Source: an optimization exercise on an open RTL-to-GDS flow (aim: small area, a short achievable clock period and few clock cycles per item). Production flows keep margins and buffers that such runs may drop. The RTL was checked by simulation tests, not by an equivalence proof against the original design.

== the previous run ==
==> flow/design.v (excerpt) <==
module sha256_hex (
  input  wire         clk,
  input  wire         rst,         
  input  wire         in_valid,
  output wire         in_ready,
  input  wire [7:0]   in_data,
  input  wire         in_keep,     
  input  wire         in_last,     
  output wire         out_valid,
  input  wire         out_ready,
  output wire [511:0] out_hex      
);
Size: about 530 I/O pins, roughly 79,000 um^2 of cells after synthesis.
export LEC_CHECK = 0
export CAP_MARGIN = 20
export CORE_MARGIN = 2
export CORE_UTILIZATION = 40
export CTS_CLUSTER_DIAMETER = 100
export CTS_CLUSTER_SIZE = 22
export PLACE_DENSITY = 0.6
export SETUP_SLACK_MARGIN = 5.0
export SLEW_MARGIN = 30
create_clock -name core_clock -period 10.0 [get_ports {clk}]
run.sh (not shown) runs the stock make flow with config.mk's settings and CLKGATE_MAP_FILE= SYNTH_SCRIPT=/design/flow/synth_recipe.tcl, a recipe that flattens the netlist after the stock synthesis.
Testbench counts of the previous run, summed over its fixed seeds: cycles 17,308, items 192.
Here is what was changed in the inputs of the current run compared with the previous run.
--- a/flow/design.v
+++ b/flow/design.v
@@ -146,27 +146,26 @@
   wire [31:0] ac3 = {(as2[30:0] & ac2[30:0]) | (as2[30:0] & ac1[30:0]) | (ac2[30:0] & ac1[30:0]), 1'b0};
   wire [31:0] es1 = d ^ hk ^ ch;
   wire [31:0] ec1 = {(d[30:0] & hk[30:0]) | (d[30:0] & ch[30:0]) | (hk[30:0] & ch[30:0]), 1'b0};
   wire [31:0] es2 = bs1 ^ es1 ^ ec1;
   wire [31:0] ec2 = {(bs1[30:0] & es1[30:0]) | (bs1[30:0] & ec1[30:0]) | (es1[30:0] & ec1[30:0]), 1'b0};
   wire [31:0] a_new, e_new;
-  wire [31:0] ka_p0 = as3 ^ ac3;
-  wire [31:0] ka_t  = as3 | ac3;
-  wire [31:0] ka_g0 = as3 & ac3;
+  wire [31:0] ka_p0 = as3 ^ ac3, ka_g0 = as3 & ac3;
   wire [31:0] ke_p0 = es2 ^ ec2, ke_g0 = es2 & ec2;
   wire [31:0] ka_g1, ka_p1, ka_g2, ka_p2, ka_g3, ka_p3, ka_g4, ka_p4, ka_g5;
   wire [31:0] ke_g1, ke_p1, ke_g2, ke_p2, ke_g3, ke_p3, ke_g4, ke_p4, ke_g5;
   genvar i;
   generate
     for (i = 0; i < 32; i = i + 1) begin : g_ks
       if (i >= 1) begin : l1
-        assign ka_g1[i] = ka_g0[i] | ka_g0[i-1];
+        assign ka_g1[i] = ka_g0[i] | (ka_p0[i] & ka_g0[i-1]);
+        assign ka_p1[i] = ka_p0[i] & ka_p0[i-1];
         assign ke_g1[i] = ke_g0[i] | (ke_p0[i] & ke_g0[i-1]);
         assign ke_p1[i] = ke_p0[i] & ke_p0[i-1];
       end else begin : l1
-        assign ka_g1[i] = ka_g0[i];
+        assign ka_g1[i] = ka_g0[i];  assign ka_p1[i] = ka_p0[i];
         assign ke_g1[i] = ke_g0[i];  assign ke_p1[i] = ke_p0[i];
       end
       if (i >= 2) begin : l2
         assign ka_g2[i] = ka_g1[i] | (ka_p1[i] & ka_g1[i-2]);
         assign ka_p2[i] = ka_p1[i] & ka_p1[i-2];
         assign ke_g2[i] = ke_g1[i] | (ke_p1[i] & ke_g1[i-2]);
@@ -199,14 +198,13 @@
       end else begin : l5
         assign ka_g5[i] = ka_g4[i];
         assign ke_g5[i] = ke_g4[i];
       end
     end
   endgenerate
-  assign ka_p1 = {ka_t[30:1] & ka_t[29:0], 2'b00};    
-  assign a_new = ka_p0 ^ {ka_t[30:0] & ka_g5[30:0], 1'b0};
+  assign a_new = ka_p0 ^ {ka_g5[30:0], 1'b0};
   assign e_new = ke_p0 ^ {ke_g5[30:0], 1'b0};
   wire step0 = (ph == P_SCHED) && (k == 6'd63);
   wire sh_n  = (ph == P_END && ucnt == 2'd3 && !ufin) || (ph == P_SHIFT && ucnt != 2'd3);
   wire hstep = step0 || (ph == P_END);
   reg [31:0] iva_u, ive_u;                 
   always @(*) begin
[summary]
Of the current run and the previous run, it is the current run that has the higher required time reported for the critical path endpoint.
Changes observed in the current run relative to the previous run: clock latency of the later-clocked register in the worst-skew pair about even, largest net degree at the start of global routing decreased by 17 relative to the old numbers, sequential cell count ~0 delta, sequential fraction of the synthesis area closely matched the old numbers.
Count of standard-cell rows: the previous run and the current run compared, lower one is the current run
Testbench counts of the current run, summed over its fixed seeds: cycles 17,308, items 192.

==> what the ideal ports hide <==
In the flow no input, the clock included, has a driving cell. The finished layouts below were timed again as built, in two steps.
Step 1 (the two cells are an assumption about what drives the block):
set clk [get_ports {clk}]
set_driving_cell -lib_cell sky130_fd_sc_hd__clkbuf_16 $clk
set_driving_cell -lib_cell sky130_fd_sc_hd__buf_2 [delete_from_list [all_inputs] $clk]
Step 2 also shifts input and output timing later by t, the mid clock arrival at the registers, as if the neighbouring blocks saw the same clock.
Slacks: ideal ports / drivers / drivers and shift; pairs: ideal ports / drivers.
run	t (ns)	slack for setup (ns)	hold WS [ns]	worst register clock-pin slew, ns	pins driven straight from the clock port
the previous run	0.828	4.967 / 4.967 / 4.408	0.413 / 0.413 / 0.413	0.10 / 0.10	1
the current run	0.822	4.944 / 4.944 / 4.261	0.404 / 0.404 / 0.404	0.11 / 0.11	1
After both steps setup and hold are still met in every run listed. For the current run, which loses most, drivers alone change the setup slack by 0.000 ns; drivers and shift together by -0.683 ns.
